Source: an optimization exercise on an open RTL-to-GDS flow (aim: small area). Production flows keep margins and buffers that such runs may drop.
Only simulation tests tie the RTL to the original design; equivalence was not proved.
Power and IR drop assume default switching activity.

==> design/flow/design.v <==
module kfe (
    input  wire        clk,
    input  wire        rst,           
    input  wire        op_valid,
    input  wire [31:0] op_word,
    output wire        op_ready,
    output wire        rsp_valid,
    output wire [3:0]  rsp_code,
    output wire [15:0] rsp_data,
    output wire        irq
);
    localparam NSCHEMA = 2;
    localparam BUFMAX  = 256;
    localparam LD = 8;
    localparam D  = 1 << LD;
    localparam K  = BUFMAX / D;
    localparam RW = 8 * K;            
    localparam [1:0] S_IDLE = 2'd0, S_HDR = 2'd1, S_ACCUM = 2'd2;
    localparam [2:0] C_OK = 3'd0, C_ILLEGAL = 3'd1, C_BAD_ADDR = 3'd2,
                     C_READ_ONLY = 3'd3, C_NO_FRAME = 3'd4, C_RANGE = 3'd5;
    localparam [3:0] OP_NOP = 4'h0, OP_PUSH = 4'h1, OP_WRREG = 4'h2,
                     OP_RDREG = 4'h3, OP_CANCEL = 4'h4, OP_RELEASE = 4'h5,
                     OP_CKINIT = 4'h6, OP_CKFEED = 4'h7, OP_FRREAD = 4'h8,
                     OP_SRESET = 4'h9;
    reg [7:0]  scfg   [0:NSCHEMA-1];
    reg [15:0] explen [0:NSCHEMA-1];
    reg [15:0] rhdr01 [0:NSCHEMA-1];
    reg [15:0] rhdr23 [0:NSCHEMA-1];
    reg [15:0] nhdr01 [0:NSCHEMA-1];
    reg [15:0] nhdr23 [0:NSCHEMA-1];
    reg        ie_outv;
    reg [4:0]  ie_ev;
    reg        st_noise, st_mism, st_ovf, st_ovr, st_err;
    reg        outv;
    reg [8:0]  out_len;
    reg        out_schema;
    reg        out_ckok;
    reg [1:0]  fsm;
    reg [7:0]  pos;
    reg        slot;
    reg        rq;
    reg [1:0]  candr, candn;
    reg [7:0]  ra_sum;
    reg [15:0] ra_crc;
    reg        ra_m;
    reg [7:0]  ra_h;
    reg        ck_kind;
    reg [15:0] ck_cnt;
    reg [15:0] ck_acc;
    reg        ck_m;
    reg [7:0]  ck_h;
    reg        ck_okc;
    reg [RW*D-1:0] rb;
    reg [RW*D-1:0] ob;
    reg [LD-1:0]   h;
    reg        pend_wr;         
    reg        pend_fr;         
    reg [7:0]  arg;             
    reg [7:0]  pdata;
    reg        copy_req, copy_act;
    reg        rv;              
    reg [2:0]  rcode;
    reg        rk_rd;           
    function [15:0] crc_step;
        input [15:0] c_in;
        input [7:0]  b;
        integer j;
        reg [15:0] c;
        begin
            c = c_in ^ {8'h00, b};
            for (j = 0; j < 8; j = j + 1)
                c = c[0] ? ((c >> 1) ^ 16'hA001) : (c >> 1);
            crc_step = c;
        end
    endfunction
    wire [1:0] sl_en, sl_kind, sl_wf, sl_elig;
    wire [2:0] sl_rhlen [0:1];
    wire [2:0] sl_nhlen [0:1];
    wire [31:0] sl_rh [0:1];
    wire [31:0] sl_nh [0:1];
    genvar g;
    generate
        for (g = 0; g < NSCHEMA; g = g + 1) begin : g_slot
            assign sl_en[g]    = scfg[g][0];
            assign sl_kind[g]  = scfg[g][1];
            assign sl_rhlen[g] = scfg[g][4:2];
            assign sl_nhlen[g] = scfg[g][7:5];
            assign sl_wf[g] = (scfg[g][4:2] != 3'd0) && (scfg[g][4:2] <= 3'd4) &&
                              (scfg[g][7:5] <= 3'd4) &&
                              ({13'd0, scfg[g][4:2]} + (scfg[g][1] ? 16'd2 : 16'd1) <= explen[g]) &&
                              (explen[g] <= BUFMAX);
            assign sl_elig[g] = sl_en[g] && sl_wf[g];
            assign sl_rh[g] = {rhdr23[g], rhdr01[g]};
            assign sl_nh[g] = {nhdr23[g], nhdr01[g]};
        end
    endgenerate
    wire [3:0]  op     = op_word[31:28];
    wire [7:0]  addr   = op_word[27:20];
    wire [15:0] wdata  = op_word[15:0];
    wire        w_sof  = op_word[8];
    wire [7:0]  w_byte = op_word[7:0];
    reg legal;
    always @(*) begin
        case (op)
            OP_NOP:     legal = (op_word[27:0]  == 28'd0);
            OP_PUSH:    legal = (op_word[27:9]  == 19'd0);
            OP_WRREG:   legal = (op_word[19:16] == 4'd0);
            OP_RDREG:   legal = (op_word[19:0]  == 20'd0);
            OP_CANCEL:  legal = (op_word[27:0]  == 28'd0);
            OP_RELEASE: legal = (op_word[27:0]  == 28'd0);
            OP_CKINIT:  legal = (op_word[27:1]  == 27'd0);
            OP_CKFEED:  legal = (op_word[27:8]  == 20'd0);
            OP_FRREAD:  legal = (op_word[27:16] == 12'd0);
            OP_SRESET:  legal = (op_word[27:0]  == 28'd0);
            default:    legal = 1'b0;
        endcase
    end
    wire       a_slot   = (addr[7:4] == 4'h1) && (addr[2:0] <= 3'd5);
    wire       a_global = (addr <= 8'h0C);
    wire       a_mapped = a_slot || a_global;
    wire       a_ro     = a_global && (addr != 8'h02) && (addr != 8'h03);
    wire       a_s      = addr[3];
    wire in_hdr   = (fsm == S_HDR);
    wire in_accum = (fsm == S_ACCUM);
    wire busy     = (fsm != S_IDLE);
    wire ck_ok = ck_kind ? ck_okc : ck_m;
    wire [1:0] cfgerr = sl_en & ~sl_wf;
    wire [8:0] out_len_v = outv ? out_len : 9'd0;
    wire       r_s = arg[3];
    reg [15:0] rd_val;
    always @(*) begin
        rd_val = 16'h0000;
        if (arg[7:4] == 4'h1) begin
            case (arg[2:0])
                3'd0: rd_val = {8'h00, scfg[r_s]};
                3'd1: rd_val = explen[r_s];
                3'd2: rd_val = rhdr01[r_s];
                3'd3: rd_val = rhdr23[r_s];
                3'd4: rd_val = nhdr01[r_s];
                3'd5: rd_val = nhdr23[r_s];
                default: rd_val = 16'h0000;
            endcase
        end else begin
            case (arg[3:0])
                4'h0: rd_val = NSCHEMA;
                4'h1: rd_val = BUFMAX;
                4'h2: rd_val = {3'b000, st_err, st_ovr, st_ovf, st_mism, st_noise,
                                5'b00000, busy, outv & out_ckok, outv};
                4'h3: rd_val = {3'b000, ie_ev, 7'b0000000, ie_outv};
                4'h4: rd_val = {10'd0, rq, 2'b00, slot & in_accum, fsm};
                4'h5: rd_val = busy ? {8'h00, pos} : 16'h0000;
                4'h6: rd_val = {6'd0, outv & out_ckok, outv, 7'd0, outv & out_schema};
                4'h7: rd_val = {7'd0, out_len_v};
                4'h8: rd_val = {14'd0, cfgerr};
                4'h9: rd_val = {14'd0, ck_ok, ck_kind};
                4'hA: rd_val = ck_acc;
                4'hB: rd_val = ck_cnt;
                4'hC: rd_val = in_hdr ? {6'd0, candn, 6'd0, candr} : 16'h0000;
                default: rd_val = 16'h0000;
            endcase
        end
    end
    wire [1:0] k = pos[1:0];
    reg  [1:0] hc_cn, hc_cr;
    reg        hc_noise, hc_resp, hc_rslot;
    reg  [1:0] hs_cn, hs_cr;
    reg        hs_noise, hs_resp, hs_rslot;
    integer t;
    always @(*) begin
        hc_noise = 1'b0; hc_resp = 1'b0; hc_rslot = 1'b0;
        hs_noise = 1'b0; hs_resp = 1'b0; hs_rslot = 1'b0;
        for (t = 0; t < NSCHEMA; t = t + 1) begin
            hc_cn[t] = candn[t] && sl_elig[t] && ({1'b0, k} < sl_nhlen[t]) &&
                       (sl_nh[t][8*k +: 8] == w_byte);
            hc_cr[t] = candr[t] && sl_elig[t] && ({1'b0, k} < sl_rhlen[t]) &&
                       (sl_rh[t][8*k +: 8] == w_byte);
            if (hc_cn[t] && (sl_nhlen[t] == {1'b0, k} + 3'd1)) hc_noise = 1'b1;
            hs_cn[t] = sl_elig[t] && (sl_nhlen[t] != 3'd0) && (sl_nh[t][7:0] == w_byte);
            hs_cr[t] = sl_elig[t] && (sl_rh[t][7:0] == w_byte);
            if (hs_cn[t] && (sl_nhlen[t] == 3'd1)) hs_noise = 1'b1;
        end
        for (t = NSCHEMA - 1; t >= 0; t = t - 1) begin
            if (hc_cr[t] && (sl_rhlen[t] == {1'b0, k} + 3'd1)) begin
                hc_resp = 1'b1; hc_rslot = t;
            end
            if (hs_cr[t] && (sl_rhlen[t] == 3'd1)) begin
                hs_resp = 1'b1; hs_rslot = t;
            end
        end
    end
    wire       a_wf   = sl_wf[slot];
    wire [15:0] a_exp = explen[slot];
    wire [8:0] pos1   = {1'b0, pos} + 9'd1;
    reg [1:0] p_fsm;
    reg [7:0] p_pos;
    reg       p_slot;
    reg       p_rq;
    reg [1:0] p_candr, p_candn;
    reg       p_noise, p_mism, p_ovf;
    reg       p_wr;
    reg       p_idx0;         
    reg       p_emit;
    reg       p_start;
    wire      p_sof = w_sof | rq;
    always @(*) begin
        p_fsm   = fsm;
        p_pos   = pos;
        p_slot  = slot;
        p_rq    = 1'b0;
        p_candr = candr;
        p_candn = candn;
        p_noise = 1'b0;
        p_mism  = 1'b0;
        p_ovf   = 1'b0;
        p_wr    = 1'b0;
        p_idx0  = 1'b0;
        p_emit  = 1'b0;
        p_start = 1'b0;
        case (fsm)
            S_HDR: begin
                if (hc_noise) begin
                    p_noise = 1'b1;
                    p_fsm = S_IDLE;
                end else if (hc_resp) begin
                    p_wr = 1'b1;
                    p_pos = pos1[7:0];
                    p_slot = hc_rslot;
                    p_fsm = S_ACCUM;
                end else if (hc_cn == 2'b00 && hc_cr == 2'b00) begin
                    p_mism = 1'b1;
                    p_fsm = S_IDLE;
                    p_start = p_sof;       
                end else begin
                    p_wr = 1'b1;
                    p_pos = pos1[7:0];
                    p_candr = hc_cr; p_candn = hc_cn;
                end
            end
            S_ACCUM: begin
                if (!a_wf || {8'd0, pos} >= a_exp) begin
                    p_ovf = 1'b1;
                    p_fsm = S_IDLE;
                    p_start = p_sof;
                end else begin
                    p_wr = 1'b1;
                    p_pos = pos1[7:0];
                    if ({7'd0, pos1} == a_exp) begin
                        p_emit = 1'b1;
                        p_fsm = S_IDLE;
                        p_rq = 1'b1;
                    end
                end
            end
            default: p_start = p_sof;
        endcase
        if (p_start) begin
            if (hs_noise) begin
                p_noise = 1'b1;
                p_fsm = S_IDLE;
            end else if (hs_resp) begin
                p_wr = 1'b1; p_idx0 = 1'b1;
                p_pos = 8'd1;
                p_slot = hs_rslot;
                p_fsm = S_ACCUM;
            end else if (hs_cn == 2'b00 && hs_cr == 2'b00) begin
                p_mism = 1'b1;
                p_fsm = S_IDLE;
            end else begin
                p_wr = 1'b1; p_idx0 = 1'b1;
                p_pos = 8'd1;
                p_candr = hs_cr; p_candn = hs_cn;
                p_fsm = S_HDR;
            end
        end
    end
    wire        is_push = (op == OP_PUSH);
    wire [15:0] x_crc = is_push ? (p_idx0 ? 16'hFFFF : ra_crc) : ck_acc;
    wire [7:0]  x_sum = is_push ? (p_idx0 ? 8'h00 : ra_sum) : ck_acc[7:0];
    wire [7:0]  x_h   = is_push ? ra_h : ck_h;
    wire        x_m   = is_push ? ra_m : ck_m;
    wire [15:0] x_step = crc_step(x_crc, w_byte);
    wire [7:0]  x_add  = x_sum + w_byte;
    wire        x_eqlo = (w_byte == x_crc[7:0]);
    wire        x_okc  = x_m && (w_byte == x_h);
    wire        x_oks  = (w_byte == x_sum);
    wire aligned = (h == arg[LD-1:0]);
    wire copy_start = copy_req && !pend_wr && (h == {LD{1'b0}});
    wire copy_on    = copy_start || copy_act;
    assign op_ready = !copy_req && !copy_act &&
                      (!(pend_wr || pend_fr) || aligned);
    wire accept = op_valid && op_ready;
    reg [2:0] code;
    always @(*) begin
        code = C_OK;
        if (!legal) code = C_ILLEGAL;
        else case (op)
            OP_RDREG:   if (!a_mapped) code = C_BAD_ADDR;
            OP_WRREG:   if (!a_mapped) code = C_BAD_ADDR;
                        else if (a_ro) code = C_READ_ONLY;
            OP_FRREAD:  if (!outv) code = C_NO_FRAME;
                        else if (wdata >= {7'd0, out_len}) code = C_RANGE;
            OP_RELEASE: if (!outv) code = C_NO_FRAME;
            default: ;
        endcase
    end
    wire op_ok = (code == C_OK);
    integer i;
    always @(posedge clk) begin
        if (rst) begin
            rv      <= 1'b0;
            pend_wr <= 1'b0;
            pend_fr <= 1'b0;
        end else begin
            if (aligned) begin
                pend_wr <= 1'b0;
                pend_fr <= 1'b0;
            end
            rv <= 1'b0;
            if (accept) begin
                rv    <= !(op == OP_FRREAD && op_ok);
                rcode <= code;
                rk_rd <= (op == OP_RDREG);
                if (op_ok && is_push) begin
                    pend_wr <= p_wr;
                    arg     <= p_idx0 ? 8'd0 : pos;
                    pdata   <= w_byte;
                end else if (op_ok && op == OP_FRREAD) begin
                    pend_fr <= 1'b1;
                    arg     <= wdata[7:0];
                end else begin
                    arg     <= addr;
                end
            end
        end
    end
    assign rsp_valid = rv || (pend_fr && aligned);
    assign rsp_code  = {1'b0, rcode};
    assign rsp_data  = pend_fr ? {8'h00, ob[8*(arg >> LD) +: 8]}
                     : (rk_rd ? rd_val : 16'h0000);
    always @(posedge clk) begin
        if (rst || (accept && legal && op == OP_SRESET)) begin
            for (i = 0; i < NSCHEMA; i = i + 1) begin
                scfg[i]   <= 8'd0;
                explen[i] <= 16'd0;
                rhdr01[i] <= 16'd0;
                rhdr23[i] <= 16'd0;
                nhdr01[i] <= 16'd0;
                nhdr23[i] <= 16'd0;
            end
            ie_outv  <= 1'b0;
            ie_ev    <= 5'd0;
            st_noise <= 1'b0;
            st_mism  <= 1'b0;
            st_ovf   <= 1'b0;
            st_ovr   <= 1'b0;
            st_err   <= 1'b0;
            outv     <= 1'b0;
            fsm      <= S_IDLE;
            rq       <= 1'b0;
            ck_kind  <= 1'b1;
            ck_cnt   <= 16'd0;
            ck_acc   <= 16'hFFFF;
            ck_m     <= 1'b0;
            ck_okc   <= 1'b0;
        end else if (accept) begin
            if (!op_ok) begin
                st_err <= 1'b1;
            end else begin
                case (op)
                    OP_PUSH: begin
                        fsm   <= p_fsm;
                        pos   <= p_pos;
                        slot  <= p_slot;
                        rq    <= p_rq;
                        candr <= p_candr;
                        candn <= p_candn;
                        if (p_noise) st_noise <= 1'b1;
                        if (p_mism)  st_mism  <= 1'b1;
                        if (p_ovf)   st_ovf   <= 1'b1;
                        if (p_wr) begin
                            ra_sum <= x_add;
                            ra_crc <= x_step;
                            ra_m   <= x_eqlo;
                            ra_h   <= x_crc[15:8];
                        end
                        if (p_emit) begin
                            if (outv) begin
                                st_ovr <= 1'b1;
                            end else begin
                                outv       <= 1'b1;
                                out_len    <= pos1;
                                out_schema <= slot;
                                out_ckok   <= sl_kind[slot] ? x_okc : x_oks;
                            end
                        end
                    end
                    OP_WRREG: begin
                        if (a_slot) begin
                            case (addr[2:0])
                                3'd0: scfg[a_s]   <= wdata[7:0];
                                3'd1: explen[a_s] <= wdata;
                                3'd2: rhdr01[a_s] <= wdata;
                                3'd3: rhdr23[a_s] <= wdata;
                                3'd4: nhdr01[a_s] <= wdata;
                                3'd5: nhdr23[a_s] <= wdata;
                                default: ;
                            endcase
                        end else if (addr[3:0] == 4'h2) begin
                            if (wdata[8])  st_noise <= 1'b0;
                            if (wdata[9])  st_mism  <= 1'b0;
                            if (wdata[10]) st_ovf   <= 1'b0;
                            if (wdata[11]) st_ovr   <= 1'b0;
                            if (wdata[12]) st_err   <= 1'b0;
                        end else if (addr[3:0] == 4'h3) begin
                            ie_outv <= wdata[0];
                            ie_ev   <= wdata[12:8];
                        end
                    end
                    OP_CANCEL: begin
                        fsm <= S_IDLE;
                        rq  <= 1'b0;
                    end
                    OP_RELEASE: begin
                        outv <= 1'b0;
                    end
                    OP_CKINIT: begin
                        ck_kind <= op_word[0];
                        ck_cnt  <= 16'd0;
                        ck_acc  <= op_word[0] ? 16'hFFFF : 16'h0000;
                        ck_m    <= 1'b0;
                        ck_okc  <= 1'b0;
                    end
                    OP_CKFEED: begin
                        ck_acc <= ck_kind ? x_step : {8'h00, x_add};
                        ck_m   <= x_eqlo;
                        ck_h   <= ck_acc[15:8];
                        ck_okc <= x_okc;
                        ck_cnt <= (ck_cnt == 16'hFFFF) ? 16'hFFFF : ck_cnt + 16'd1;
                    end
                    default: ;
                endcase
            end
        end
    end
    always @(posedge clk) begin
        if (rst) begin
            copy_req <= 1'b0;
            copy_act <= 1'b0;
            h        <= {LD{1'b0}};
        end else begin
            h <= h + 1'b1;
            if (accept && op_ok && is_push && p_emit && !outv)
                copy_req <= 1'b1;
            else if (copy_start)
                copy_req <= 1'b0;
            copy_act <= copy_on && (h != {LD{1'b1}});
        end
    end
    wire [RW-1:0] rb_head = rb[RW-1:0];
    wire [RW-1:0] ob_head = ob[RW-1:0];
    reg  [RW-1:0] rb_wrap;
    integer c;
    always @(*) begin
        rb_wrap = rb_head;
        for (c = 0; c < K; c = c + 1)
            if (pend_wr && aligned && (arg >> LD) == c)
                rb_wrap[8*c +: 8] = pdata;
    end
    wire [RW-1:0] ob_wrap = copy_on ? rb_head : ob_head;
    always @(posedge clk) begin
        rb <= {rb_wrap, rb[RW*D-1:RW]};
        ob <= {ob_wrap, ob[RW*D-1:RW]};
    end
    assign irq = (outv && ie_outv) || (st_noise && ie_ev[0]) || (st_mism && ie_ev[1]) ||
                 (st_ovf && ie_ev[2]) || (st_ovr && ie_ev[3]) || (st_err && ie_ev[4]);
endmodule
==> design/flow/run.sh <==
#!/bin/bash
# synth_recipe.tcl (not shown) runs the flow's synth.tcl, then flattens the netlist and writes it again
# the make line also repeats each setting of config.mk as NAME=value (left out here)
make -C /OpenROAD-flow-scripts/flow DESIGN_CONFIG=/design/flow/config.mk WORK_HOME=/design/flow/orfs CLKGATE_MAP_FILE= SYNTH_SCRIPT=/design/flow/synth_recipe.tcl finish
==> design/flow/config.mk <==
export PLATFORM = sky130hd
export DESIGN_NAME = kfe
export DESIGN_NICKNAME = kfe
export VERILOG_FILES = /design/flow/design.v
export SDC_FILE = /design/flow/constraint.sdc
export NUM_CORES = 4
export LEC_CHECK = 0
export CAP_MARGIN = 20
export CORE_MARGIN = 2
export CORE_UTILIZATION = 45
export PLACE_DENSITY = 0.6
export SLEW_MARGIN = 20
==> design/flow/constraint.sdc <==
create_clock -name core_clock -period 10.0 [get_ports {clk}]
set_input_delay 2.0000 -clock core_clock [delete_from_list [all_inputs] [get_ports {clk}]]
set_output_delay 2.0000 -clock core_clock [all_outputs]
set_load 0.01 [all_outputs]
==> summary.txt, run 1 <==
status no timing/DRC/antenna violations; Worst IR Drop VDD 0.191 mV; placed cells 9046; synthesized flop and latch total 4417; Die Footprint 232000 sq um; family with the most delay on the worst path buffers and inverters; met1 Use GR 23.3%; FF-to-FF Start scfg[1][1]; CP Data Arrival Time 8.25 ns; CP max stage cell clkdlybuf4s50_1; TritonCTS Buffers 402; RSZ-0062 raised after global routing false; worst min-delay path startpoint ob[136]; Post-synth EDFFs 256; distinct cell type count after synthesis 93; max incr delay on CP 1.03 ns; CP cell instances clkdlybuf4s50_1 > clkinv_1 > ha_1 > nand2b_1 > a21o_1 > a21o_1 > a21o_1 > a21o_1 > a21o_1 > a21o_1 > a21o_1 > a211oi_1 > o211ai_1 > nor3_1 > buf_4 > and4b_1 > nand2b_1; largest net degree at the start of global routing 55; Core Area 227000 sq um; most used cell, CP a21o_1; CTS H-Tree Depth 5; DRT Pass-1 Iters 5; Sum Neg Setup Slack 0 ns; end of the worst register-to-register path ck_acc[15]; worst hold margin 0.278 ns; fmax 129 MHz; synthesized area 103000 sq um; min Tclk post-route 7.74 ns; kind of critical path primary input to flip-flop; element type at the critical path end flip-flop; initial DRC count 3255; post-synthesis cell count 6071; met2 Usage GRT 21.4%; CTS tree built; PostCTS Resize Cnt 0; Syn Nets 6163; pwr/cell area 276 nW/um^2; reg-to-reg setup timing slack 3.55 ns; per-cell routed wire length 18.3 um; Hold EP ob[128]; met3 Track Usage GR 3.64%; Fin Clk Skew 0.0725 ns; Cell Count, Final, Fillers Out 9771; Final Total Pwr 33.1 mW; Via-to-Cell Ratio 4.44; Final Slew Violations 0; Fin. Hold Viols 0; Die Y 481 um; Crit Path Max Fanout 28; count of final setup violators 0; ys async rst share 0%; later-pin clock latency in the skew report 0.95 ns; share of cells above drive strength 1 11.6%; DRC viols 0; Critical Path Start Type primary input; Crit path depth 17; Layout Utilization 52.9%; Worst Reg-to-Reg Cells 20; GR peak layer met1; row cnt 175; Buf/Inv on CP 3; Main synth FF type dfxtp_1; clk sinks 4417; worst slew pin tran 1.11 ns; port bufs 56; DP Wirelength 106000 um; # Post-CTS Setup Buffers 0; Slew HR 25.9%; final WL 178000 um; Die Wd 481 um; via count 43400; Seq/Total Area, Yosys 88.7%; routability cong. 0.920; Hold Crit Depth 0; total gr overflow 0; fin nets 6534; total global-route track usage 15.5%; Synth Area per Inst 16.9 sq um; CTS clk-pin slew, worst paths 0.06 ns; first-pass GRT wire length 273000 um; fin worst setup slack 2.26 ns; yosys warns 1; vias in the first global route 43800; DP Worst Slack 1.51 ns; design area 120000 sq um; Hold Buf Count CTS 0; Leakage 47.6 nW; Req. time, crit path 10.51 ns; io pins 58; Area Overhead vs Synth 17.0%; Max Buffers Root-to-Sink 4; Antenna Nets Post-Route 0; initial antenna violation count 7; Final Cycle Share 77.4%; Clock Tree Root clkbuf_16; max-cap viol count 0; worst hold path type flip-flop to flip-flop; DP Area 107000 sq um; Initial Utilization 45.2%
==> worst register-to-register path, cell delays in order, from the launching register on <==
cell,delay [ns]
edfxtp_1,0.61
inv_1,0.09
ha_1,0.24
fa_1,0.39
xor2_1,0.19
ha_1,0.34
a41o_1,0.22
a2111oi_0,0.61
o21ai_0,0.25
o221a_2,0.21
o21ai_1,0.34
a32oi_2,0.13
buf_4,0.26
o21ai_1,0.48
o22ai_1,0.20
xnor2_1,0.19
ha_1,0.39
xnor3_1,0.44
xnor3_1,0.43
o2111ai_1,0.24
o31a_1,0.17
==> report_power, final <==
group / leakage (nW) / internal [mW] / switching (mW)
Clock: 6.57 / 8.83 / 6.11
Sequential: 36.0 / 17.8 / 0.0481
Combinational: 5.05 / 0.127 / 0.235
Total: 47.6 / 26.7 / 6.39
==> how the worst max path moves through the flow <==
stage | start | slack (ns) | end
2_1_floorplan | op_word[0] | 3.51 | ra_crc[0]
3_3_place_gp | op_word[3] | 1.57 | ck_acc[15]
3_5_place_dp | op_word[0] | 1.51 | nhdr23[0][9]
4_1_cts | scfg[1][1] | 2.38 | rsp_data[1]
5_1_grt | op_word[0] | 2.13 | nhdr23[0][6]
6_report | op_word[0] | 2.26 | explen[0][4]
==> state kept, by name (all words and copies together), names as in the netlist, 5 cells and up, named ones only <==
signal,cells
ra_crc,16
rb,2048
ob,2048
rhdr23,32
ra_sum,8
pos,8
ck_acc,16
ck_cnt,16
arg,8
pdata,8
ie_ev,5
scfg,16
ck_h,8
out_len,9
h,8
nhdr23,32
explen,32
rhdr01,32
nhdr01,32
==> metal layers <==
layer  vias to the layer above  share of wire [%]
li1                      20700                  -
met1                     21000                 50
met2                      1232                 40
met3                       384                6.5
met4                         0                3.4
met5                         -                  0
==> cell usage after synthesis (40+ instances only) <==
library cell	n	area (sq um)
and2_1	175	1090
o21ai_0	86	430
nand3_1	43	215
a21oi_1	83	415
nand2_1	83	312
ha_1	54	676
xor2_1	40	350
nor2_1	103	387
nor3_1	44	220
edfxtp_1	256	7690
inv_1	64	240
xnor2_1	100	876
clkbuf_1	110	413
mux2i_1	100	1000
dfxtp_1	4161	83300
==> final cells by class <==
cell class                      count  area (sq um)
Antenna cell                        3          7.51
Clock buffer                      586         11800
Timing Repair Buffer              117          1010
Clock inverter                    135          1490
Inverter                           66           248
Fill cell                       18100        107000
Tap cell                         3009          3760
Multi-Input combinational cell   1438         10700
Sequential cell                  4417         91000
==> kinds of logic after synthesis <==
group	after synthesis	share of synthesized area (%)
other	1	0.00366
AO/OA/AOI/OAI	422	2.88
XOR/XNOR	144	1.28
flip-flops	4417	88.7
adder cells (fa/ha/maj)	57	0.717
buffers and inverters	216	0.868
multiplexers	157	1.87
AND/OR/NAND/NOR	657	3.66
==> cell usage in the layout, fill, tap and decap left out, types with 61 or more instances in the layout <==
cell	n
clkbuf_1	88
inv_1	64
dfxtp_1	4160
and2_1	175
clkinv_2	74
buf_4	61
mux2i_1	100
o21ai_0	86
clkbuf_8	89
edfxtp_1	256
a21oi_1	83
xnor2_1	100
nand2_1	83
clkbuf_16	409
nor2_1	100
==> inputs of run 2 (changes only) <==
--- a/design/flow/design.v
+++ b/design/flow/design.v
@@ -43,12 +43,8 @@
     reg [7:0]  ra_sum;
     reg [15:0] ra_crc;
-    reg        ra_m;
-    reg [7:0]  ra_h;
     reg        ck_kind;
     reg [15:0] ck_cnt;
     reg [15:0] ck_acc;
     reg        ck_m;
-    reg [7:0]  ck_h;
-    reg        ck_okc;
     reg [RW*D-1:0] rb;
     reg [RW*D-1:0] ob;
@@ -124,41 +120,44 @@
     wire in_accum = (fsm == S_ACCUM);
     wire busy     = (fsm != S_IDLE);
-    wire ck_ok = ck_kind ? ck_okc : ck_m;
+    wire ck_ok = ck_kind ? (ck_acc == 16'h0000) : ck_m;
     wire [1:0] cfgerr = sl_en & ~sl_wf;
     wire [8:0] out_len_v = outv ? out_len : 9'd0;
-    wire       r_s = arg[3];
-    reg [15:0] rd_val;
-    always @(*) begin
-        rd_val = 16'h0000;
-        if (arg[7:4] == 4'h1) begin
-            case (arg[2:0])
-                3'd0: rd_val = {8'h00, scfg[r_s]};
-                3'd1: rd_val = explen[r_s];
-                3'd2: rd_val = rhdr01[r_s];
-                3'd3: rd_val = rhdr23[r_s];
-                3'd4: rd_val = nhdr01[r_s];
-                3'd5: rd_val = nhdr23[r_s];
-                default: rd_val = 16'h0000;
-            endcase
-        end else begin
-            case (arg[3:0])
-                4'h0: rd_val = NSCHEMA;
-                4'h1: rd_val = BUFMAX;
-                4'h2: rd_val = {3'b000, st_err, st_ovr, st_ovf, st_mism, st_noise,
-                                5'b00000, busy, outv & out_ckok, outv};
-                4'h3: rd_val = {3'b000, ie_ev, 7'b0000000, ie_outv};
-                4'h4: rd_val = {10'd0, rq, 2'b00, slot & in_accum, fsm};
-                4'h5: rd_val = busy ? {8'h00, pos} : 16'h0000;
-                4'h6: rd_val = {6'd0, outv & out_ckok, outv, 7'd0, outv & out_schema};
-                4'h7: rd_val = {7'd0, out_len_v};
-                4'h8: rd_val = {14'd0, cfgerr};
-                4'h9: rd_val = {14'd0, ck_ok, ck_kind};
-                4'hA: rd_val = ck_acc;
-                4'hB: rd_val = ck_cnt;
-                4'hC: rd_val = in_hdr ? {6'd0, candn, 6'd0, candr} : 16'h0000;
-                default: rd_val = 16'h0000;
-            endcase
+    wire       r_slot = (arg[7:4] == 4'h1);
+    wire       r_glob = (arg[7:4] == 4'h0);
+    wire [15:0] r_sel;
+    genvar ga;
+    generate
+        for (ga = 0; ga < 16; ga = ga + 1) begin : g_rsel
+            assign r_sel[ga] = (arg[3:0] == ga);
         end
-    end
+    endgenerate
+    wire [5:0] rs_s;      
+    generate
+        for (ga = 0; ga < 6; ga = ga + 1) begin : g_rss
+            assign rs_s[ga] = r_slot && (arg[2:0] == ga);
+        end
+    endgenerate
+    wire r_s1 = arg[3];
+    wire [15:0] rd_val =
+          ({16{rs_s[0]}} & {8'h00, r_s1 ? scfg[1]   : scfg[0]})
+        | ({16{rs_s[1]}} & (r_s1 ? explen[1] : explen[0]))
+        | ({16{rs_s[2]}} & (r_s1 ? rhdr01[1] : rhdr01[0]))
+        | ({16{rs_s[3]}} & (r_s1 ? rhdr23[1] : rhdr23[0]))
+        | ({16{rs_s[4]}} & (r_s1 ? nhdr01[1] : nhdr01[0]))
+        | ({16{rs_s[5]}} & (r_s1 ? nhdr23[1] : nhdr23[0]))
+        | ({16{r_glob & r_sel[0]}} & 16'd2)
+        | ({16{r_glob & r_sel[1]}} & 16'd256)
+        | ({16{r_glob & r_sel[2]}} & {3'b000, st_err, st_ovr, st_ovf, st_mism, st_noise,
+                                      5'b00000, busy, outv & out_ckok, outv})
+        | ({16{r_glob & r_sel[3]}} & {3'b000, ie_ev, 7'b0000000, ie_outv})
+        | ({16{r_glob & r_sel[4]}} & {10'd0, rq, 2'b00, slot & in_accum, fsm})
+        | ({16{r_glob & r_sel[5] & busy}} & {8'h00, pos})
+        | ({16{r_glob & r_sel[6] & outv}} & {6'd0, out_ckok, 1'b1, 7'd0, out_schema})
+        | ({16{r_glob & r_sel[7] & outv}} & {7'd0, out_len})
+        | ({16{r_glob & r_sel[8]}} & {14'd0, cfgerr})
+        | ({16{r_glob & r_sel[9]}} & {14'd0, ck_ok, ck_kind})
+        | ({16{r_glob & r_sel[10]}} & ck_acc)
+        | ({16{r_glob & r_sel[11]}} & ck_cnt)
+        | ({16{r_glob & r_sel[12] & in_hdr}} & {6'd0, candn, 6'd0, candr});
     wire [1:0] k = pos[1:0];
     reg  [1:0] hc_cn, hc_cr;
@@ -190,5 +189,5 @@
     end
     wire       a_wf   = sl_wf[slot];
-    wire [15:0] a_exp = explen[slot];
+    wire [8:0] a_exp  = explen[slot][8:0];
     wire [8:0] pos1   = {1'b0, pos} + 9'd1;
     reg [1:0] p_fsm;
@@ -238,5 +237,5 @@
             end
             S_ACCUM: begin
-                if (!a_wf || {8'd0, pos} >= a_exp) begin
+                if (!a_wf || {1'b0, pos} >= a_exp) begin
                     p_ovf = 1'b1;
                     p_fsm = S_IDLE;
@@ -245,5 +244,5 @@
                     p_wr = 1'b1;
                     p_pos = pos1[7:0];
-                    if ({7'd0, pos1} == a_exp) begin
+                    if (pos1 == a_exp) begin
                         p_emit = 1'b1;
                         p_fsm = S_IDLE;
@@ -277,10 +276,8 @@
     wire [15:0] x_crc = is_push ? (p_idx0 ? 16'hFFFF : ra_crc) : ck_acc;
     wire [7:0]  x_sum = is_push ? (p_idx0 ? 8'h00 : ra_sum) : ck_acc[7:0];
-    wire [7:0]  x_h   = is_push ? ra_h : ck_h;
-    wire        x_m   = is_push ? ra_m : ck_m;
     wire [15:0] x_step = crc_step(x_crc, w_byte);
     wire [7:0]  x_add  = x_sum + w_byte;
     wire        x_eqlo = (w_byte == x_crc[7:0]);
-    wire        x_okc  = x_m && (w_byte == x_h);
+    wire        x_okc  = (x_step == 16'h0000);
     wire        x_oks  = (w_byte == x_sum);
     wire aligned = (h == arg[LD-1:0]);
@@ -362,5 +359,4 @@
             ck_acc   <= 16'hFFFF;
             ck_m     <= 1'b0;
-            ck_okc   <= 1'b0;
         end else if (accept) begin
             if (!op_ok) begin
@@ -381,6 +377,4 @@
                             ra_sum <= x_add;
                             ra_crc <= x_step;
-                            ra_m   <= x_eqlo;
-                            ra_h   <= x_crc[15:8];
                         end
                         if (p_emit) begin
@@ -429,11 +423,8 @@
                         ck_acc  <= op_word[0] ? 16'hFFFF : 16'h0000;
                         ck_m    <= 1'b0;
-                        ck_okc  <= 1'b0;
                     end
                     OP_CKFEED: begin
                         ck_acc <= ck_kind ? x_step : {8'h00, x_add};
                         ck_m   <= x_eqlo;
-                        ck_h   <= ck_acc[15:8];
-                        ck_okc <= x_okc;
                         ck_cnt <= (ck_cnt == 16'hFFFF) ? 16'hFFFF : ck_cnt + 16'd1;
                     end
--- a/design/flow/config.mk
+++ b/design/flow/config.mk
@@ -8,5 +8,8 @@
 export CAP_MARGIN = 20
 export CORE_MARGIN = 2
-export CORE_UTILIZATION = 45
-export PLACE_DENSITY = 0.6
+export CORE_UTILIZATION = 70
+export CTS_BUF_LIST = sky130_fd_sc_hd__clkbuf_16
+export CTS_CLUSTER_DIAMETER = 50
+export CTS_CLUSTER_SIZE = 18
+export PLACE_DENSITY = 0.8
 export SLEW_MARGIN = 20
==> run 2 against run 1 <==
Non-clock buffer count fell by 7. Wire length rose by 37%. Clock-buffer cell count fell by 268. Flip-flop and latch count fell by 14. First-iteration DRC count rose by 81%. Global-route usage rose by 18 points. Synthesized cell count fell by 0.69%. Sequential share of layout area rose by 4.5 points. Total power fell by 9.9%. Sequential power barely moved.
==> summary.txt, run 2 <==
Via-to-Cell Ratio 5.65; TritonCTS Buffers 309; later-pin clock latency in the skew report 0.90 ns; post-synthesis cell count 6029; Fin. Hold Viols 0; Main synth FF type dfxtp_1; RSZ-0062 raised after global routing false; Worst IR Drop VDD 0.224 mV; pwr/cell area 265 nW/um^2; CTS clk-pin slew, worst paths 0.08 ns; family with the most delay on the worst path compound AO/OA/AOI/OAI gates; min Tclk post-route 8.87 ns; synthesized flop and latch total 4403; area leader, netlist dfxtp_1; Layout Utilization 78.4%; count of final setup violators 0; Post-synth EDFFs 244; total gr overflow 0; Max Buffers Root-to-Sink 4; Core Area 144000 sq um; Critical Path Start Type flip-flop; distinct cell type count after synthesis 92; largest net degree at the start of global routing 49; Hold Buf Count CTS 0; initial DRC count 5897; final WL 245000 um; Synth Area per Inst 16.8 sq um; CTS H-Tree Depth 5; Fin Clk Skew 0.0657 ns; Die Wd 385 um; fin nets 6403; max incr delay on CP 0.92 ns; DRT Pass-1 Iters 13; kind of critical path flip-flop to flip-flop; worst hold path type flip-flop to flip-flop; DRC viols 0; CP Data Arrival Time 9.70 ns; FF-to-FF Start scfg[1][1]; Cell Count, Final, Fillers Out 8281; top flop regs ob: 2048 flops, rb: 2048 flops; Worst Setup SP scfg[1][1]; PostCTS Resize Cnt 0; Die Y 385 um; fmax 113 MHz; Yosys top cell area share 82.0%; most common cell in the netlist dfxtp_1; element type at the critical path end flip-flop; Seq/Total Area, Yosys 89.2%; first-pass GRT wire length 358000 um; per-cell routed wire length 29.6 um; CP cell instances inv_1 > ha_1 > fa_1 > xor2_1 > ha_1 > a41o_1 > a211oi_1 > nor4_1 > a32oi_1 > nor2b_1 > and2_1 > buf_4 > o21ai_0 > ha_1 > fa_1 > a21o_1 > a21oi_1 > o21bai_1 > a21oi_1 > xnor2_1 > nor2_1 > a31o_2 > a221oi_1 > a211o_1; Buf/Inv on CP 2; Final Total Pwr 29.8 mW; routability cong. 1.04; initial antenna violation count 21; Sum Neg Setup Slack 0 ns; CP max stage cell nor2b_1; ranking of synthesized cells by area dfxtp_1 (82%), edfxtp_1 (7.2%), xnor2_1 (0.72%); port bufs 56; Antenna Nets Post-Route 0; Leakage 44.7 nW; placed cells 7901; vias in the first global route 50300; yosys warns 1; Crit Path Max Fanout 23; fin worst setup slack 1.13 ns; most frequent cells in the layout dfxtp_1 (4159), clkbuf_16 (318), edfxtp_1 (244); total global-route track usage 33.6%; Slew HR 23.0%; Initial Utilization 70.6%; most common cell after layout, fill and taps aside dfxtp_1; DP Worst Slack 1.76 ns; Syn Nets 6122; share of cells above drive strength 1 8.02%; Final Cycle Share 88.7%; Area Overhead vs Synth 11.1%; CTS tree built; Clock Tree Root clkbuf_16; Req. time, crit path 10.83 ns; max-cap viol count 0; ys async rst share 0%; most used cell, CP ha_1; worst slew pin tran 1.12 ns; synthesized area 102000 sq um; Final Slew Violations 0; clk sinks 4403; via count 46800; DP Wirelength 124000 um; row cnt 139; Die Footprint 148000 sq um; worst min-delay path startpoint rb[1947]; top cells by count, synth dfxtp_1 (4159), edfxtp_1 (244), nand2_1 (135); io pins 58; # Post-CTS Setup Buffers 0; status no timing/DRC/antenna violations
## run 2: cell type report
cell class                 count  area [sq um]
antenna                       17          42.5
clock buffer                 318          7960
clock inverter                44           423
fill                        6858         31100
inverter                      63           236
multi-input combinational   1423         10200
sequential                  4403         90600
tap                         1903          2380
timing repair buffer         110           933
## run 2: logic make-up after synthesis
family	Yosys count	synth area share (%)
flip-flops	4403	89.2
AND/OR/NAND/NOR	732	3.83
AO/OA/AOI/OAI	378	2.69
buffers and inverters	203	0.829
XOR/XNOR	132	1.17
multiplexers	122	1.52
adder cells (fa/ha/maj)	58	0.737
other	1	0.00369
## run 2: routing by layer
layer	part of all wire, %	track usage (%)	vias to the layer above
li1	-	-	20300
met2	47	53.9	2659
met4	5.4	15.4	16
met1	39	42.7	22900
met3	8.8	9.20	884
met5	0.060	0.942	-
## run 2: worst paths after layout
| path | to | slack (ns) | depth (start not counted) |
|---|---|---|---|
| setup / recovery | ck_acc[6] | 1.13 | 24 |
| setup reg to reg | ck_acc[6] | 1.13 | 24 |
| hold / removal | rb[1939] | 0.29 | 0 |
| hold reg to reg | rb[1939] | 0.29 | 0 |
## run 2: metrics by stage
| stage | hold slack [ns] | area [sq um] |
|---|---|---|
| detailed placement | 0.312 | 104000 |
| CTS | 0.278 | 113000 |
| finish | 0.285 | 113000 |
| global placement | 0.310 | 104000 |
| floorplan | 0.310 | 102000 |
| global route | 0.285 | 113000 |
## run 2: report_power, final
group          total (mW)  switching (mW)  leakage (nW)  internal, mW
clock                11.8            6.00          4.17          5.76
combinational       0.348           0.239          4.66         0.110
sequential           17.7          0.0458          35.9          17.7
total                29.8            6.28          44.7          23.6
==> inputs of run 3 (changes only) <==
==> design/flow/flow/run.sh (new file) <==
#!/bin/bash
# The standard layout (the standard.sh: standard synthesis, floorplan,
# placement, CTS, routing, finish) with only the clock tree synthesis
# arguments changed: clkbuf_16 buffers, sink clusters of at most 18
# flip-flops within 60 um, a buffer at least every 150 um of clock wire, and
# no dummy loads. Each ORFS step keeps its own log under orfs/logs; the make
# output goes to standard.log.
set -euo pipefail
cd "$(dirname "$0")/.."
export CTS_ARGS="-sink_clustering_enable -repair_clock_nets -dont_use_dummy_load -buf_list sky130_fd_sc_hd__clkbuf_16 -sink_clustering_size 18 -sink_clustering_max_diameter 60 -distance_between_buffers 150"
bash standard.sh finish > standard.log 2>&1
==> design/flow/standard.sh (new file) <==
#!/bin/bash
# synth_recipe.tcl (not shown) runs the flow's synth.tcl, then flattens the netlist and writes it again
# the make line also repeats each setting of config.mk as NAME=value (left out here)
make -C /OpenROAD-flow-scripts/flow DESIGN_CONFIG=/design/flow/config.mk WORK_HOME=/design/flow/orfs CLKGATE_MAP_FILE= SYNTH_SCRIPT=/design/flow/synth_recipe.tcl "${@:-finish}"
--- a/design/flow/config.mk
+++ b/design/flow/config.mk
@@ -9,7 +9,4 @@
 export CORE_MARGIN = 2
 export CORE_UTILIZATION = 70
-export CTS_BUF_LIST = sky130_fd_sc_hd__clkbuf_16
-export CTS_CLUSTER_DIAMETER = 50
-export CTS_CLUSTER_SIZE = 18
 export PLACE_DENSITY = 0.8
 export SLEW_MARGIN = 20
removed: design/flow/run.sh
==> run 3 against run 2 <==
Clock skew is 0.0030 ns lower. Total power is 3.2% lower. Sequential share of layout area is 0.82 points higher. Flip-flop and latch count stayed put. Sequential power hardly changed. Clock power is 8% lower. Worst setup slack better by 0.28 ns. Core utilization is 0.80 points lower. Synthesized area stayed put. Final cell count is 0.99% lower. Clock-buffer cell count is 28 lower. Largest power group unchanged. Highest routed layer unchanged.
==> summary.txt, run 3 <==
synthesized area 102000 sq um; CTS H-Tree Depth 5; Antenna Nets Post-Route 0; Critical Path Start Type flip-flop; routability cong. 1.04; share of cells above drive strength 1 7.17%; Die Y 385 um; synthesized flop and latch total 4403; port bufs 56; clk sinks 4403; Req. time, crit path 10.56 ns; Worst IR Drop VDD 0.189 mV; top flop regs ob: 2048 flops, rb: 2048 flops; met3 Track Usage GR 7.56%; post-synthesis cell count 6029; Hold Buf Count CTS 0; Max Buffers Root-to-Sink 4; yosys warns 1; total gr overflow 0; post-synthesis compound-gate area fraction 2.69%; Adder-Cell Fraction of Synth Area 0.737%; count of final setup violators 0; Fin. Hold Viols 0; Core Area 144000 sq um; total global-route track usage 32.6%; DP Area 104000 sq um; row cnt 139; worst hold path type flip-flop to flip-flop; Leakage 44.1 nW; Die Wd 385 um; CTS clk-pin slew, worst paths 0.08 ns; design area 112000 sq um; Crit Path Max Fanout 20; Synth Area per Inst 16.8 sq um; placed cells 7901; mux share of post-synthesis cell area 1.52%; status no timing/DRC/antenna violations; Cell Count, Final, Fillers Out 8199; largest net degree at the start of global routing 49; Main synth FF type dfxtp_1; Final Slew Violations 0; PostCTS Resize Cnt 0; distinct cell type count after synthesis 92; io pins 58; DRC viols 0; area leader, netlist dfxtp_1; largest family of logic cells by synthesized area simple AND/OR/NAND/NOR gates; max-cap viol count 0; Seq/Total Area, Yosys 89.2%; first-pass GRT wire length 349000 um; DP Wirelength 124000 um; element type at the critical path end flip-flop; ys async rst share 0%; Clock Tree Root clkbuf_16; fmax 116 MHz; Fill cells 6970; simple-gate area share of the yosys netlist 3.83%; initial DRC count 5750; met1 Use GR 42.5%; Via-to-Cell Ratio 5.62; most common cell after layout, fill and taps aside dfxtp_1; vias in the first global route 49300; Initial Utilization 70.6%; final WL 240000 um; Sum Neg Setup Slack 0 ns; later-pin clock latency in the skew report 0.78 ns; most common cell in the netlist dfxtp_1; Syn Nets 6122; Post-synth EDFFs 244; GR peak layer met2; met2 Usage GRT 52.6%; CP Data Arrival Time 9.15 ns; worst slew pin tran 1.16 ns; CTS tree built; Fin Clk Skew 0.0628 ns; top cells by count, synth dfxtp_1 (4159), edfxtp_1 (244), nand2_1 (135); DRT Pass-1 Iters 10; via count 46100; Die Footprint 148000 sq um; # Post-CTS Setup Buffers 0; kind of critical path flip-flop to flip-flop; RSZ-0062 raised after global routing false; min Tclk post-route 8.59 ns; TritonCTS Buffers 290; fin nets 6385; most frequent cells in the layout dfxtp_1 (4159), clkbuf_16 (290), edfxtp_1 (244); ranking of synthesized cells by area dfxtp_1 (82%), edfxtp_1 (7.2%), xnor2_1 (0.72%); Slew HR 22.2%; pwr/cell area 259 nW/um^2; Yosys top cell area share 82.0%; Area Overhead vs Synth 9.93%; per-cell routed wire length 29.2 um; Final Cycle Share 85.9%; initial antenna violation count 18; Synth Area in XOR/XNOR 1.17%
run 3: cell type report:
cell class / count / area, sq um / area share (%)
flip-flops and latches: 4403 / 90600 / 81.2
multi-input cells: 1423 / 10200 / 9.14
clock buffers: 290 / 7260 / 6.50
well taps: 1903 / 2380 / 2.13
repair buffers: 111 / 938 / 0.841
inverters: 63 / 236 / 0.212
diodes: 6 / 15.0 / 0.0135
run 3: power breakdown:
group          switching [mW]  internal (mW)  total (mW)
registers              0.0459           17.7        17.7
logic                   0.233          0.109       0.342
clock network            5.66           5.16        10.8
total                    5.94           23.0        28.9
run 3: metal layers:
metal | routed length [um] | part of all wire, %
met3 | 20100 | 8.4
met4 | 13200 | 5.5
met2 | 112000 | 47
met1 | 94000 | 39
met5 | 94 | 0.039
run 3: critical path: stages (launching register included):
cell and delay [ns]:
edfxtp_1 0.56, inv_1 0.12, ha_1 0.29, fa_1 0.55, ha_1 0.38, nor2b_1 0.47
o211ai_1 0.26, a211oi_1 0.87, nor4_1 0.34, nand4_1 0.34, o211ai_2 0.17, o22ai_2 0.19
buf_4 0.30, nor3b_1 0.57, o21ai_0 0.17, and2_1 0.23, xnor2_1 0.13, ha_1 0.33
xnor2_1 0.29, xnor3_1 0.32, ha_1 0.39, xor2_1 0.31, or4bb_1 0.57, o41ai_2 0.24
run 3: kinds of logic after synthesis:
family,after synthesis
fa+ha+maj,58
mux,122
other cells,1
buf+inv,203
xor+xnor,132
flops,4403
compound gates,378
simple gates,732
run 3: path summary, 6_finish.rpt:
check                   from  endpoint  slack [ns]  cells after the start
setup / recovery  scfg[1][1]  out_ckok        1.41                     23
setup reg to reg  scfg[1][1]  out_ckok        1.41                     23
hold reg to reg     rb[1807]  rb[1799]        0.28                      0
hold / removal      rb[1807]  rb[1799]        0.28                      0
run 3: per-stage QoR:
stage               power, mW  hold WS [ns]  setup WS, ns  util (%)
floorplan                18.3         0.310          3.13         -
global placement         18.5         0.310          1.85      72.5
detailed placement       18.5         0.312          1.76      72.5
CTS                      29.0         0.275          2.10      77.6
global route             29.6         0.278          1.50      77.6
finish                   28.9         0.282          1.41      77.6
==> inputs of run 4 (changes only) <==
--- a/design/flow/design.v
+++ b/design/flow/design.v
@@ -123,6 +123,6 @@
     wire [1:0] cfgerr = sl_en & ~sl_wf;
     wire [8:0] out_len_v = outv ? out_len : 9'd0;
-    wire       r_slot = (arg[7:4] == 4'h1);
-    wire       r_glob = (arg[7:4] == 4'h0);
+    wire       r_slot = rk_rd && (arg[7:4] == 4'h1);
+    wire       r_glob = rk_rd && (arg[7:4] == 4'h0);
     wire [15:0] r_sel;
     genvar ga;
@@ -161,4 +161,11 @@
         | ({16{r_glob & r_sel[12] & in_hdr}} & {6'd0, candn, 6'd0, candr});
     wire [1:0] k = pos[1:0];
+    function [7:0] hsel;
+        input [31:0] hv;
+        begin
+            hsel = ({8{k == 2'd1}} & hv[15:8]) | ({8{k == 2'd2}} & hv[23:16]) |
+                   ({8{k == 2'd3}} & hv[31:24]);
+        end
+    endfunction
     reg  [1:0] hc_cn, hc_cr;
     reg        hc_noise, hc_resp, hc_rslot;
@@ -171,7 +178,7 @@
         for (t = 0; t < NSCHEMA; t = t + 1) begin
             hc_cn[t] = candn[t] && sl_elig[t] && ({1'b0, k} < sl_nhlen[t]) &&
-                       (sl_nh[t][8*k +: 8] == w_byte);
+                       (hsel(sl_nh[t]) == w_byte);
             hc_cr[t] = candr[t] && sl_elig[t] && ({1'b0, k} < sl_rhlen[t]) &&
-                       (sl_rh[t][8*k +: 8] == w_byte);
+                       (hsel(sl_rh[t]) == w_byte);
             if (hc_cn[t] && (sl_nhlen[t] == {1'b0, k} + 3'd1)) hc_noise = 1'b1;
             hs_cn[t] = sl_elig[t] && (sl_nhlen[t] != 3'd0) && (sl_nh[t][7:0] == w_byte);
@@ -333,6 +340,5 @@
     assign rsp_valid = rv || (pend_fr && aligned);
     assign rsp_code  = {1'b0, rcode};
-    assign rsp_data  = pend_fr ? {8'h00, ob[8*(arg >> LD) +: 8]}
-                     : (rk_rd ? rd_val : 16'h0000);
+    assign rsp_data  = rd_val | {8'h00, ob[7:0] & {8{pend_fr}}};
     always @(posedge clk) begin
         if (rst || (accept && legal && op == OP_SRESET)) begin
@@ -366,16 +372,14 @@
                     OP_PUSH: begin
                         fsm   <= p_fsm;
-                        pos   <= p_pos;
-                        slot  <= p_slot;
+                        pos   <= p_idx0 ? 8'd1 : pos1[7:0];
+                        slot  <= (in_accum && !p_start) ? slot : (p_start ? hs_rslot : hc_rslot);
                         rq    <= p_rq;
-                        candr <= p_candr;
-                        candn <= p_candn;
+                        candr <= p_start ? hs_cr : hc_cr;
+                        candn <= p_start ? hs_cn : hc_cn;
                         if (p_noise) st_noise <= 1'b1;
                         if (p_mism)  st_mism  <= 1'b1;
                         if (p_ovf)   st_ovf   <= 1'b1;
-                        if (p_wr) begin
-                            ra_sum <= x_add;
-                            ra_crc <= x_step;
-                        end
+                        ra_sum <= x_add;
+                        ra_crc <= x_step;
                         if (p_emit) begin
                             if (outv) begin
@@ -427,5 +431,5 @@
                         ck_acc <= ck_kind ? x_step : {8'h00, x_add};
                         ck_m   <= x_eqlo;
-                        ck_cnt <= (ck_cnt == 16'hFFFF) ? 16'hFFFF : ck_cnt + 16'd1;
+                        ck_cnt <= ck_cnt + {15'd0, ~&ck_cnt};
                     end
                     default: ;
--- a/design/flow/config.mk
+++ b/design/flow/config.mk
@@ -8,5 +8,5 @@
 export CAP_MARGIN = 20
 export CORE_MARGIN = 2
-export CORE_UTILIZATION = 70
-export PLACE_DENSITY = 0.8
+export CORE_UTILIZATION = 65
+export PLACE_DENSITY = 0.75
 export SLEW_MARGIN = 20
==> run 4 against run 3 <==
Still clean on timing, DRC and antenna. Synthesized cell count fell by 2.3%. Synthesized area fell by 1.1%. Hold slack got worse by 0.025 ns. First-iteration DRC count fell by 22%. Total power rose by 1.6%. Worst setup slack improved by 0.43 ns. Flip-flop and latch count did not move. Via count fell by 5.8%. Maximum frequency rose by 5.2%. Clock-buffer cell count rose by 22. Critical endpoint unchanged. Largest cell class unchanged.
==> summary.txt, run 4 <==
status no timing/DRC/antenna violations; Req. time, crit path 10.67 ns; post-synthesis compound-gate area fraction 2.56%; vias in the first global route 47400; Adder-Cell Fraction of Synth Area 0.783%; simple-gate area share of the yosys netlist 3.53%; per-cell routed wire length 27.7 um; synthesized area 100000 sq um; initial DRC count 4468; Hold Buf Count CTS 0; Die Footprint 158000 sq um; end of the worst register-to-register path out_ckok; Worst Setup SP scfg[0][1]; Fin. Hold Viols 0; Initial Utilization 65.3%; Leakage 43.9 nW; Yosys top cell area share 82.9%; Slew HR 23.5%; initial antenna violation count 16; io pins 58; reg-to-reg setup timing slack 1.84 ns; CTS H-Tree Depth 5; DRC viols 0; CP Data Arrival Time 8.83 ns; worst min-delay path startpoint ob[814]; fin nets 6300; total gr overflow 0; max incr delay on CP 0.66 ns; Core Area 154000 sq um; element type at the critical path end flip-flop; Sum Neg Setup Slack 0 ns; worst hold path type flip-flop to flip-flop; PostCTS Resize Cnt 0; Seq/Total Area, Yosys 90.2%; fmax 123 MHz; Post-synth EDFFs 244; CTS tree built; Antenna Nets Post-Route 0; pwr/cell area 264 nW/um^2; Worst IR Drop VDD 0.202 mV; port bufs 56; largest family of logic cells by synthesized area simple AND/OR/NAND/NOR gates; Cell Count, Final, Fillers Out 8247; row cnt 144; share of cells above drive strength 1 7.40%; Main synth FF type dfxtp_1; Crit Path Max Fanout 15; kind of critical path flip-flop to flip-flop; TritonCTS Buffers 312; design area 111000 sq um; Final Slew Violations 0; later-pin clock latency in the skew report 0.90 ns; largest net degree at the start of global routing 46; placed cells 7934; area leader, netlist dfxtp_1; most common cell in the netlist dfxtp_1; CP max stage cell a211oi_2; DP Wirelength 117000 um; fin worst setup slack 1.84 ns; ranking of synthesized cells by area dfxtp_1 (83%), edfxtp_1 (7.3%), and2_1 (1.1%); mux share of post-synthesis cell area 0.882%; final WL 229000 um; post-synthesis cell count 5890; clk sinks 4403; Hold EP ob[806]; first-pass GRT wire length 338000 um; FF-to-FF Start scfg[0][1]; Hold Crit Depth 0; most frequent cells in the layout dfxtp_1 (4159), clkbuf_16 (312), edfxtp_1 (244); CTS clk-pin slew, worst paths 0.11 ns; via count 43400; RSZ-0062 raised after global routing false; Synth Area in XOR/XNOR 1.30%; Die Wd 397 um; Fin Clk Skew 0.107 ns; DP Area 104000 sq um; DP Worst Slack 1.54 ns; ys async rst share 0%; max-cap viol count 0; synthesized flop and latch total 4403; most common cell after layout, fill and taps aside dfxtp_1; Via-to-Cell Ratio 5.26; worst slew pin tran 1.14 ns; top flop regs ob: 2048 flops, rb: 2048 flops; yosys warns 1; top cells by count, synth dfxtp_1 (4159), edfxtp_1 (244), and2_1 (178); DRT Pass-1 Iters 13; distinct cell type count after synthesis 83; Area Overhead vs Synth 10.9%; Syn Nets 5986; total global-route track usage 29.7%; Critical Path Start Type flip-flop; Synth Area per Inst 17.0 sq um; count of final setup violators 0; Clock Tree Root clkbuf_16; Die Y 397 um; Final Cycle Share 81.6%; routability cong. 0.943; Worst Reg-to-Reg Cells 28; # Post-CTS Setup Buffers 0; min Tclk post-route 8.16 ns; Max Buffers Root-to-Sink 5
==> run 4: area by class of cell <==
cell class | count | area [sq um]
Tap cell | 2044 | 2560
Sequential cell | 4403 | 90600
Antenna cell | 1 | 2.50
Inverter | 68 | 255
Timing Repair Buffer | 121 | 1020
Clock buffer | 312 | 7810
Multi-Input combinational cell | 1298 | 9130
Fill cell | 8369 | 42300
==> run 4: worst max-delay path by stage <==
| stage | end | depth (start not counted) | slack, ns |
|---|---|---|---|
| floorplan | out_ckok | 23 | 2.79 |
| global placement | out_ckok | 25 | 1.68 |
| detailed placement | out_ckok | 25 | 1.54 |
| CTS | out_ckok | 28 | 2.10 |
| global route | out_ckok | 28 | 1.37 |
| finish | out_ckok | 28 | 1.84 |
==> run 4: layer usage <==
| layer | GRT usage [%] | wire [um] | vias up |
|---|---|---|---|
| met5 | 0 | 88 | - |
| met4 | 12.5 | 9850 | 14 |
| met3 | 5.67 | 13900 | 525 |
| met2 | 49.3 | 112000 | 1636 |
| met1 | 38.5 | 92900 | 21600 |
| li1 | - | - | 19600 |
==> run 4: where the power goes <==
part           internal (mW)  leakage (nW)  switching (mW)
clock                   5.54          3.84            5.80
sequential              17.7          35.9          0.0417
combinational          0.105          4.09           0.199
==> run 4: critical path, delay by kind of cell (launching register included) <==
family,cells,cell delay (ns)
xor+xnor,7,1.31
flops,1,0.55
fa+ha+maj,5,1.63
simple gates,6,1.47
compound gates,8,2.61
buf+inv,2,0.36
==> run 4: logic make-up (layout without fill, tap and decap cells) <==
group                    after synthesis  after routing
AO/OA/AOI/OAI                        350            350
XOR/XNOR                             145            145
adder cells (fa/ha/maj)               61             61
buffers and inverters                189            501
flip-flops                          4403           4403
multiplexers                          84             84
other                                  1              2
AND/OR/NAND/NOR                      657            657
==> run 4: stage by stage <==
stage	power (mW)	utilization, %	hold slack [ns]
after floorplan	18.3	-	0.310
after global placement	18.4	67.4	0.310
after detailed placement	18.4	67.4	0.312
after CTS	29.6	72.5	0.264
after global routing	30.2	72.5	0.260
final	29.4	72.5	0.257
==> inputs of run 5 (changes only) <==
==> design/flow/flow/run.sh (replaced) <==
#!/bin/bash
# The standard layout (the standard.sh: standard synthesis, floorplan,
# placement, CTS, routing, finish) with only the clock tree synthesis
# arguments changed: clkbuf_16 buffers, sink clusters of at most 20
# flip-flops within 60 um, a buffer at least every 150 um of clock wire, and
# no dummy loads. Each ORFS step keeps its own log under orfs/logs; the make
# output goes to standard.log.
set -euo pipefail
cd "$(dirname "$0")/.."
export CTS_ARGS="-sink_clustering_enable -repair_clock_nets -dont_use_dummy_load -buf_list sky130_fd_sc_hd__clkbuf_16 -sink_clustering_size 20 -sink_clustering_max_diameter 60 -distance_between_buffers 150"
bash standard.sh finish > standard.log 2>&1
==> run 5 against run 4 <==
Critical path depth is the same. Die area is the same. Synthesized area is the same. Clock power shrank 4%. First-iteration DRC count shrank 7.6%. Sequential power is essentially flat.
==> summary.txt, run 5 <==
status no timing/DRC/antenna violations; clk sinks 4403; end of the worst register-to-register path out_ckok; most common cell after layout, fill and taps aside dfxtp_1; Hold Buf Count CTS 0; Final Total Pwr 28.9 mW; area leader, netlist dfxtp_1; Initial Utilization 65.3%; CTS H-Tree Depth 5; element type at the critical path end flip-flop; Core Area 154000 sq um; io pins 58; Fill cells 8416; total global-route track usage 29.5%; Syn Nets 5986; total gr overflow 0; Hold EP ob[213]; Slew HR 23.6%; DRT Pass-1 Iters 7; Main synth FF type dfxtp_1; port bufs 56; Synth Area in XOR/XNOR 1.30%; TritonCTS Buffers 290; fin worst setup slack 1.98 ns; synthesized flop and latch total 4403; via count 43000; ranking of synthesized cells by area dfxtp_1 (83%), edfxtp_1 (7.3%), and2_1 (1.1%); DRC viols 0; distinct cell type count after synthesis 83; PostCTS Resize Cnt 0; count of final setup violators 0; # Post-CTS Setup Buffers 0; min Tclk post-route 8.02 ns; top cells by count, synth dfxtp_1 (4159), edfxtp_1 (244), and2_1 (178); fin nets 6280; ys async rst share 0%; FF-to-FF Start scfg[0][1]; mux share of post-synthesis cell area 0.882%; worst hold path type flip-flop to flip-flop; CTS tree built; Synth Area per Inst 17.0 sq um; CP max stage cell or4b_2; Worst Setup SP scfg[0][1]; Final Cycle Share 80.2%; largest net degree at the start of global routing 46; CP Data Arrival Time 8.67 ns; initial antenna violation count 17; RSZ-0062 raised after global routing false; Adder-Cell Fraction of Synth Area 0.783%; max-cap viol count 0; reg-to-reg setup timing slack 1.98 ns; fmax 125 MHz; worst slew pin tran 1.14 ns; synthesized area 100000 sq um; Sum Neg Setup Slack 0 ns; Yosys top cell area share 82.9%; Die Y 397 um; Leakage 43.6 nW; Clock Tree Root clkbuf_16; per-cell routed wire length 27.7 um; pwr/cell area 261 nW/um^2; routability cong. 0.943; DP Wirelength 117000 um; Final Slew Violations 0; top flop regs ob: 2048 flops, rb: 2048 flops; vias in the first global route 46800; first-pass GRT wire length 334000 um; share of cells above drive strength 1 7.10%; Max Buffers Root-to-Sink 5; Die Wd 397 um; Hold Crit Depth 0; Fin. Hold Viols 0; simple-gate area share of the yosys netlist 3.53%; Fin Clk Skew 0.142 ns; post-synthesis cell count 5890; Worst Reg-to-Reg Cells 28; CTS clk-pin slew, worst paths 0.08 ns; final WL 228000 um; Layout Utilization 72.1%; largest family of logic cells by synthesized area simple AND/OR/NAND/NOR gates; post-synthesis compound-gate area fraction 2.56%; Post-synth EDFFs 244; Die Footprint 158000 sq um; worst hold margin 0.225 ns; DP Worst Slack 1.54 ns; Antenna Nets Post-Route 0; Req. time, crit path 10.65 ns; Crit Path Max Fanout 15; Critical Path Start Type flip-flop; most frequent cells in the layout dfxtp_1 (4159), clkbuf_16 (290), edfxtp_1 (244); most common cell in the netlist dfxtp_1; kind of critical path flip-flop to flip-flop; Sequential cell area 90600 sq um; later-pin clock latency in the skew report 0.92 ns; initial DRC count 4129; Area Overhead vs Synth 10.4%; Seq/Total Area, Yosys 90.2%; Worst IR Drop VDD 0.185 mV; max incr delay on CP 0.58 ns; Multi-input gate area 9130 sq um; Via-to-Cell Ratio 5.23; row cnt 144; worst min-delay path startpoint ob[221]; yosys warns 1
==> run 5: logic make-up after synthesis <==
family | after synthesis
adder cells (fa/ha/maj) | 61
flip-flops | 4403
other | 1
AND/OR/NAND/NOR | 657
AO/OA/AOI/OAI | 350
XOR/XNOR | 145
multiplexers | 84
buffers and inverters | 189
==> run 5: critical path, delay by kind of cell, from the launching register on <==
kind	cells	cell delay, ns
AO/OA/AOI/OAI	8	2.38
XOR/XNOR	7	1.31
adder cells (fa/ha/maj)	5	1.67
buffers and inverters	2	0.37
flip-flops	1	0.56
AND/OR/NAND/NOR	6	1.50
==> run 5: how the worst max path moves through the flow <==
stage                          end  slack, ns  cells after the start
final                     out_ckok       1.98                     28
after global routing      out_ckok       1.60                     28
after detailed placement  out_ckok       1.54                     25
after CTS                 out_ckok       2.27                     28
after floorplan           out_ckok       2.79                     23
after global placement    out_ckok       1.68                     25
==> run 5: final cells by class <==
class                      count  area share (%)
sequential                  4403            81.7
multi-input combinational   1298            8.24
clock buffer                 290            6.55
tap                         2044            2.31
timing repair buffer         123           0.930
inverter                      68           0.230
antenna                        3         0.00677
==> run 5: power breakdown <==
part	internal (mW)	leakage [nW]	switching (mW)
logic	0.105	4.10	0.195
clock network	5.17	3.57	5.70
registers	17.7	35.9	0.0413
==> run 5: per-stage QoR <==
stage / area, sq um / cells
finish: 111000 / 8229
global route: 111000 / 8227
CTS: 111000 / 8224
detailed placement: 104000 / 7934
global placement: 104000 / 7934
floorplan: 100000 / 5890
==> run 5: routing by layer <==
metal  track usage (%)  up-vias  wire length [um]  part of all wire [%]
met5            0.0303        -               109                 0.048
met4              13.0       14             10200                   4.5
met3              5.47      534             13700                   6.0
met2              48.6     1588            111000                    49
met1              38.3    21300             92700                    41
li1                  -    19600                 -                     -

==> static timing again, ports no longer ideal <==
How much do the figures lean on ideal ports? The routed layouts below were timed once more, with nothing changed but the port constraints. Step 1 sets driving cells, clkbuf_16 on the clock port and buf_2 on the other inputs (assumed; they add their load-dependent delay and slew). Step 2 moves the port delays by t, midway between the first and last clock arrival at a register: inputs arrive t later, outputs are due t later. That takes back most of the time a late clock gives input paths. Slacks: ideal ports / drivers / drivers and shift; pairs: ideal ports / drivers.
run	shift t [ns]	slack for setup (ns)	worst setup path after step 2	slew at the worst register clock pin (ns)	worst slew at a driven data input, ns
run 1	0.998	2.258 / 2.314 / 1.316	input to register	0.07 / 0.07	0.04
run 2	0.977	1.129 / 1.129 / 0.743	input to register	0.13 / 0.13	0.04
run 3	0.868	1.409 / 1.409 / 1.409	register to register	0.12 / 0.12	0.04
run 4	0.955	1.837 / 1.837 / 1.257	input to register	0.11 / 0.11	0.08
run 5	0.952	1.975 / 1.975 / 1.399	input to register	0.12 / 0.12	0.09
After both steps setup and hold are still met in every run listed. For run 1, which loses most, drivers alone change the setup slack by +0.056 ns; drivers and shift together by -0.942 ns.
